From an optimization exercise on the open Yosys and OpenROAD flow, aimed at small area; shortcuts taken in it are not production practice.
For this run, only the layout was checked, not whether the RTL still works.

<file path="flow/config.mk">
export PLATFORM = sky130hd
export DESIGN_NAME = dmr_framer
export DESIGN_NICKNAME = dmr_framer
export VERILOG_FILES = /design/flow/design.v
export SDC_FILE = /design/flow/constraint.sdc
export NUM_CORES = 4
export LEC_CHECK = 0
export CAP_MARGIN = 20
export CORE_MARGIN = 2
export CORE_UTILIZATION = 40
export SLEW_MARGIN = 20
</file>
<file path="flow/constraint.sdc">
create_clock -name core_clock -period 12.0 [get_ports {clk}]
set_input_delay 2.4000 -clock core_clock [delete_from_list [all_inputs] [get_ports {clk}]]
set_output_delay 2.4000 -clock core_clock [all_outputs]
set_load 0.01 [all_outputs]
</file>
<file path="flow/design.v">
module dmr_framer (
    input  wire         clk,
    input  wire         rst,            
    input  wire         in_valid,
    input  wire [1:0]   in_dibit,
    input  wire [4:0]   search_thr,     
    input  wire [4:0]   sync_thr,       
    output reg          pll_valid,
    output reg  [15:0]  pll_offset,     
    output reg          loss_valid,
    output reg  [13:0]  loss_bits,
    output reg          burst_valid,
    output reg  [287:0] burst_bits,
    output reg  [4:0]   burst_sync,
    output reg  [1:0]   burst_lock,
    output reg  [7:0]   burst_errors
);
    localparam [1:0] L_NORMAL = 2'd0, L_PLUS90 = 2'd1, L_MINUS90 = 2'd2, L_INVERTED = 2'd3;
    localparam [4:0] P_BS_VOICE = 5'd1, P_MS_VOICE = 5'd3, P_DIRECT_V0 = 5'd6, P_DIRECT_V1 = 5'd7,
                     P_VOICE_B_BS = 5'd10, P_VOICE_F_BS = 5'd14,
                     P_VOICE_B_MS = 5'd15, P_VOICE_F_MS = 5'd19, P_UNKNOWN = 5'd20;
    function [47:0] canonical(input integer id);
        case (id)
            0: canonical = 48'hDFF57D75DF5D;
            1: canonical = 48'h755FD7DF75F7;
            2: canonical = 48'hD5D7F77FD757;
            3: canonical = 48'h7F7D5DD57DFD;
            4: canonical = 48'hF7FDD5DDFD55;
            5: canonical = 48'hD7557F5FF7F5;
            6: canonical = 48'h5D577F7757FF;
            7: canonical = 48'h7DFFD5F55D5F;
            8: canonical = 48'h77D55F7DFD77;
            default: canonical = 48'hDD7FF5D757DD;
        endcase
    endfunction
    function [1:0] rot_plus90(input [1:0] d);
        case (d)
            2'd0: rot_plus90 = 2'd1;
            2'd1: rot_plus90 = 2'd3;
            2'd2: rot_plus90 = 2'd0;
            default: rot_plus90 = 2'd2;
        endcase
    endfunction
    function [1:0] rot_minus90(input [1:0] d);
        case (d)
            2'd0: rot_minus90 = 2'd2;
            2'd1: rot_minus90 = 2'd0;
            2'd2: rot_minus90 = 2'd3;
            default: rot_minus90 = 2'd1;
        endcase
    endfunction
    function [47:0] word_plus90(input [47:0] w);
        integer k;
        for (k = 0; k < 24; k = k + 1)
            word_plus90[2*k +: 2] = rot_plus90(w[2*k +: 2]);
    endfunction
    function [47:0] word_minus90(input [47:0] w);
        integer k;
        for (k = 0; k < 24; k = k + 1)
            word_minus90[2*k +: 2] = rot_minus90(w[2*k +: 2]);
    endfunction
    function [5:0] popcount48(input [47:0] v);
        integer k;
        begin
            popcount48 = 6'd0;
            for (k = 0; k < 48; k = k + 1)
                popcount48 = popcount48 + {5'd0, v[k]};
        end
    endfunction
    function [4:0] next_voice(input [4:0] p);
        if (p == P_BS_VOICE)
            next_voice = P_VOICE_B_BS;
        else if (p >= P_VOICE_B_BS && p < P_VOICE_F_BS)
            next_voice = p + 5'd1;
        else if (p == P_MS_VOICE || p == P_DIRECT_V0 || p == P_DIRECT_V1)
            next_voice = P_VOICE_B_MS;
        else if (p >= P_VOICE_B_MS && p < P_VOICE_F_MS)
            next_voice = p + 5'd1;
        else
            next_voice = P_UNKNOWN;
    endfunction
    reg [287:0] mb;         
    reg [107:0] db;         
    reg [47:0]  sreg;       
    reg [12:0]  cnt;        
    reg         synced;     
    reg [4:0]   trk_pat [0:1];
    reg [7:0]   trk_err [0:1];
    reg         cur;
    wire [287:0] mb_put  = {mb[285:0], in_dibit};
    wire [1:0]   delayed = db[107:106];
    wire [47:0]  reg_fed = {sreg[45:0], delayed};
    wire [47:0]  field   = mb_put[155:108];
    wire [12:0]  cnt1    = cnt + 13'd1;
    reg         s_hit;
    reg [4:0]   s_id;
    reg [1:0]   s_lock;
    reg [5:0]   s_err;
    reg [5:0]   s_dist;
    reg [47:0]  s_pat;
    integer     i;
    always @* begin
        s_hit  = 1'b0;
        s_id   = 5'd0;
        s_lock = L_NORMAL;
        s_err  = 6'd0;
        for (i = 9; i >= 0; i = i - 1) begin
            s_pat  = canonical(i);
            s_dist = popcount48(reg_fed ^ s_pat);
            if (s_dist <= {1'b0, search_thr}) begin
                s_hit = 1'b1; s_id = i[4:0]; s_lock = L_NORMAL; s_err = s_dist;
            end else if (reg_fed == word_plus90(s_pat)) begin
                s_hit = 1'b1; s_id = i[4:0]; s_lock = L_PLUS90; s_err = 6'd0;
            end else if (reg_fed == word_minus90(s_pat)) begin
                s_hit = 1'b1; s_id = i[4:0]; s_lock = L_MINUS90; s_err = 6'd0;
            end else if (reg_fed == ~s_pat) begin
                s_hit = 1'b1; s_id = i[4:0]; s_lock = L_INVERTED; s_err = 6'd0;
            end
        end
    end
    reg         t_hit;
    reg [4:0]   t_id;
    reg [5:0]   t_err;
    reg         t_exact;
    reg [4:0]   t_exact_id;
    reg         t_soft;
    reg [4:0]   t_soft_id;
    reg [5:0]   t_soft_err;
    reg [5:0]   t_dist;
    integer     j;
    always @* begin
        t_exact = 1'b0; t_exact_id = 5'd0;
        t_soft  = 1'b0; t_soft_id  = 5'd0; t_soft_err = 6'd0;
        for (j = 9; j >= 0; j = j - 1) begin
            t_dist = popcount48(field ^ canonical(j));
            if (t_dist == 6'd0) begin
                t_exact = 1'b1; t_exact_id = j[4:0];
            end
            if (t_dist <= {1'b0, sync_thr}) begin
                t_soft = 1'b1; t_soft_id = j[4:0]; t_soft_err = t_dist;
            end
        end
        t_hit = t_exact | t_soft;
        t_id  = t_exact ? t_exact_id : t_soft_id;
        t_err = t_exact ? 6'd0 : t_soft_err;
    end
    reg [287:0] mb_fix;
    integer     k;
    always @* begin
        for (k = 0; k < 144; k = k + 1) begin
            case (s_lock)
                L_PLUS90:   mb_fix[2*k +: 2] = rot_minus90(mb_put[2*k +: 2]);
                L_MINUS90:  mb_fix[2*k +: 2] = rot_plus90(mb_put[2*k +: 2]);
                L_INVERTED: mb_fix[2*k +: 2] = ~mb_put[2*k +: 2];
                default:    mb_fix[2*k +: 2] = mb_put[2*k +: 2];
            endcase
        end
    end
    wire [4:0] cur_pat   = trk_pat[cur];
    wire [4:0] cur_next  = next_voice(cur_pat);
    wire       other_ok  = trk_pat[~cur] != P_UNKNOWN;
    always @(posedge clk) begin
        if (rst) begin
            mb          <= 288'd0;
            db          <= 108'd0;
            sreg        <= 48'd0;
            cnt         <= 13'd0;
            synced      <= 1'b0;
            trk_pat[0]  <= P_UNKNOWN;
            trk_pat[1]  <= P_UNKNOWN;
            trk_err[0]  <= 8'd0;
            trk_err[1]  <= 8'd0;
            cur         <= 1'b0;
            pll_valid   <= 1'b0;
            pll_offset  <= 16'd0;
            loss_valid  <= 1'b0;
            loss_bits   <= 14'd0;
            burst_valid <= 1'b0;
            burst_bits  <= 288'd0;
            burst_sync  <= 5'd0;
            burst_lock  <= 2'd0;
            burst_errors <= 8'd0;
        end else begin
            pll_valid   <= 1'b0;
            loss_valid  <= 1'b0;
            burst_valid <= 1'b0;
            if (in_valid) begin
                mb  <= mb_put;
                db  <= {db[105:0], in_dibit};
                cnt <= cnt1;
                if (synced) begin
                    if (cnt1 == 13'd144) begin
                        cur <= ~cur;
                        if (t_hit) begin
                            trk_pat[cur] <= t_id;
                            trk_err[cur] <= {2'b00, t_err};
                            burst_valid  <= 1'b1;
                            burst_bits   <= mb_put;
                            burst_sync   <= t_id;
                            burst_lock   <= L_NORMAL;
                            burst_errors <= {2'b00, t_err};
                            cnt          <= 13'd0;
                        end else if (cur_next != P_UNKNOWN) begin
                            trk_pat[cur] <= cur_next;
                            trk_err[cur] <= 8'd0;
                            burst_valid  <= 1'b1;
                            burst_bits   <= mb_put;
                            burst_sync   <= cur_next;
                            burst_lock   <= L_NORMAL;
                            burst_errors <= 8'd0;
                            cnt          <= 13'd0;
                        end else begin
                            trk_pat[cur] <= P_UNKNOWN;
                            trk_err[cur] <= 8'd0;
                            if (other_ok) begin
                                burst_valid  <= 1'b1;
                                burst_bits   <= mb_put;
                                burst_sync   <= P_UNKNOWN;
                                burst_lock   <= L_NORMAL;
                                burst_errors <= 8'd0;
                                cnt          <= 13'd0;
                            end else begin
                                synced <= 1'b0;
                                sreg   <= field;
                            end
                        end
                    end
                end else begin
                    sreg <= reg_fed;
                    if (s_hit) begin
                        trk_pat[cur] <= s_id;
                        trk_err[cur] <= {2'b00, s_err};
                        if (s_lock != L_NORMAL) begin
                            pll_valid  <= 1'b1;
                            pll_offset <= (s_lock == L_PLUS90)  ? -16'sd1200 :
                                          (s_lock == L_MINUS90) ?  16'sd1200 : 16'sd2400;
                            mb         <= mb_fix;
                        end
                        if (cnt1 > 13'd144) begin
                            loss_valid <= 1'b1;
                            loss_bits  <= {cnt1 - 13'd144, 1'b0};
                        end
                        burst_valid  <= 1'b1;
                        burst_bits   <= mb_fix;
                        burst_sync   <= s_id;
                        burst_lock   <= s_lock;
                        burst_errors <= {2'b00, s_err};
                        cnt          <= 13'd0;
                        synced       <= 1'b1;
                    end else if (cnt1 > 13'd4944) begin
                        loss_valid <= 1'b1;
                        loss_bits  <= 14'd9600;
                        cnt        <= cnt1 - 13'd4800;
                    end
                end
            end
        end
    end
endmodule
</file>
<file path="flow/run.sh">
#!/bin/bash
# synth_recipe.tcl (not shown) runs the flow's synth.tcl, then flattens the netlist and writes it again
# the make line also repeats each setting of config.mk as NAME=value (left out here)
make -C /OpenROAD-flow-scripts/flow DESIGN_CONFIG=/design/flow/config.mk WORK_HOME=/design/flow/orfs CLKGATE_MAP_FILE= SYNTH_SCRIPT=/design/flow/synth_recipe.tcl finish
</file>
==> qor.yml <==
worst_hold_path:
  holdPathStages: 2
  hold_end: "db[66]"
  hp-start: "db[64]"
  min_path_type: "reg -> reg"
job:
  cap_violations: 0
timing:
  whs_ns: 0.4385
  clock.fmax_mhz: 93.08
  slew_viol_final: 0
  slew_headroom: 0.2259
  rsz0062_at_grt: "false"
  tightest_slew_ns: 1.161
  clock_skew_ns: 0.08063
  setup_tns_ns: 0
  finalCriticalPeriod_ns: 10.74
  finalCritPeriodShare: 0.8953
  finalHoldViolCount: 0
  setup_viol: 0
cts:
  cts_hold_buffers: 0
  cts_tree: "built"
  htreeDepth: 3
  postCtsSetupBuffers: 0
  cts_root_buffer: "clkbuf_16"
  insertion_delay_ns: 0.76
  clk_pin_slew_ns: 0.06
  cts_max_path_buffers: 3
  numCtsBuffers: 88
  cts.sinks: 788
  post_cts_resized: 0
die:
  core_area_um2: 169500
  io-pin-count: 351
  rows: 151
  die_y_um: 417.2
  dieArea_um2: 174100
  start_util: 0.4031
  die_w_um: 417.2
synthesis:
  ys_ff_latch: 788
  yosysTopAreaCell: "dfxtp_1"
  synthArstFlopShare: 0
  synthTopCellsByCount: "inv_1 (941), nand2_1 (884), dfxtp_1 (778)"
  ys.flop_type: "dfxtp_1"
  yosysWarningCount: 1
  postSynthCellCount: 7717
  netlist_top_cells_area: "dfxtp_1 (23%), fa_1 (22%), ha_1 (5.8%)"
  seq_area_frac_synth: 0.2324
  avgSynthCellArea_um2: 8.851
  synth_edf_count: 10
  synth_most_common_cell: "inv_1"
  netlist_area_um2: 68310
  synth_top_area_frac: 0.2280
  yosysUniqueCellTypes: 100
route:
  vias: 61390
  avgRoutedWirePerCell_um: 26.77
  first_pass_iters: 9
  ant_nets: 0
  drt-initial-drc-count: 6850
  routed_wl_mm: 270.4
  drc: 0
  vias_per_cell: 6.078
worst_setup_path:
  rr_worst_depth: 29
  critPathRequiredTime_ns: 12.67
  slowest_delay_ns: 1.05
  crit_fanout: 51
  critPathSlowestCell: "dfxtp_1"
  r2r-start: "mb[137]"
  rrSetupSlack_ns: 1.26
  path_class: "reg -> reg"
  critPathCaptureType: "register"
  worstPathArrival_ns: 11.41
  setup.worst_path.start_class: "register"
  r2r-end: "burst_bits[285]"
place:
  dpl.hpwl_mm: 190.5
  place.gp.congestion: 1.027
  numPortBuffers: 343
  dp.cells: 9932
grt:
  track_usage: 0.3038
  grt_util_met2: 0.4601
  met3_usage: 0.05707
  gr-total-overflow: 0
  grt_pass1_wl_mm: 401.0
  antenna_found_initial: 5
  grt_start_max_net_pins: 204
  grt_pass1_vias: 59890
  grt_busiest_layer: "met2"
  use_met1: 0.4193
status:
  status: "finished clean"
layout:
  fill_cells: 16340
  drive_above_1_share: 0.07462
  fin_cells: 10100
  seqCellArea_um2: 15890
  area_growth_pct: 13.41
  multi_input_area_um2: 46260
  fin_nets: 8888
==> metal layers <==
layer  routed length [um]  share of wire
met5                   12       0.000044
met4                13090          0.048
met3                24070          0.089
met2               119100           0.44
met1               114100           0.42
==> registers in the layout, summed over array words and instances (netlist names), 2 cells and up, named ones only <==
name,flops
sreg,46
burst_bits,288
trk_pat,10
cnt,13
pll_offset,5
mb,286
db,108
loss_bits,13
burst_lock,2
burst_sync,5
burst_errors,6
==> metrics by stage <==
step                        util  setup WS (ns)  instance area (um^2)
after floorplan                -          1.723                 68330
after global placement    0.4385          1.451                 74310
after detailed placement  0.4385          1.379                 74310
after CTS                 0.4571          1.292                 77460
after global routing      0.4571         0.9010                 77460
final                     0.4571          1.257                 77460
==> worst max-delay path by stage <==
stage / start / endpoint / slack [ns] / cells past startpoint
final: mb[137] / burst_bits[285] / 1.26 / 29
after global placement: sreg[1] / burst_bits[113] / 1.45 / 38
after floorplan: sreg[30] / burst_bits[284] / 1.72 / 42
after detailed placement: sreg[1] / burst_bits[113] / 1.38 / 38
after CTS: sreg[1] / burst_bits[113] / 1.29 / 38
after global routing: sreg[16] / burst_bits[113] / 0.90 / 39
==> cells in the final DEF, fill, tap and decap left out, drive strengths merged, types with 110 or more instances in the layout <==
master / count
o211ai: 138
nand3: 110
buf: 264
o221ai: 481
nor2: 395
mux2i: 293
dfxtp: 778
o22ai: 115
clkbuf: 120
inv: 948
fa: 754
a21oi: 743
nand2: 885
clkdlybuf4s50: 341
ha: 315
==> layout make-up <==
cell class / count / share of cell area
diodes: 2 / 0.00006461
clock buffers: 120 / 0.03230
clock inverters: 46 / 0.008334
inverters: 942 / 0.04587
multi-input cells: 5379 / 0.5972
flip-flops and latches: 788 / 0.2051
well taps: 2218 / 0.03583
repair buffers: 605 / 0.07533
==> critical path: cells and delay by family, from the launching register on <==
kind            cells  cell delay (ns)
compound gates      9             2.13
xor+xnor            1             0.40
fa+ha+maj           9             4.06
buf+inv             8             1.84
flops               1             1.05
simple gates        2             1.18
==> cells by family after synthesis <==
| logic type | Yosys count | synth area share |
|---|---|---|
| muxes | 297 | 0.04360 |
| adders and majority gates | 1069 | 0.2787 |
| xor gates and xnor gates | 78 | 0.01000 |
| and+or+nand+nor | 1867 | 0.1272 |
| AOI/OAI and AO/OA | 2061 | 0.2159 |
| DFF | 788 | 0.2324 |
| other | 1 | 0.00005490 |
| buffers and inverters | 1556 | 0.09214 |

[port drivers added, routing unchanged]
How much do the figures lean on ideal ports? The routed layout below was timed once more, with nothing changed but the port constraints. Step 1, drivers: a clkbuf_16 drives clk and a buf_2 each remaining input, both assumed. Step 2 moves the port delays by t, midway between the first and last clock arrival at a register: inputs arrive t later, outputs are due t later. That takes back most of the time a late clock gives input paths. a / b / c = no drivers / after step 1 / after step 2; a / b = the first two.
t, ns: 0.799
slack for setup (ns): 1.257 / 1.257 / 1.257
worst register clock-pin slew, ns: 0.08 / 0.08
worst slew at a driven data input, ns: 0.15
After both steps this run still meets setup and hold. For this run, drivers alone change the setup slack by 0.000 ns; drivers and shift together by 0.000 ns.
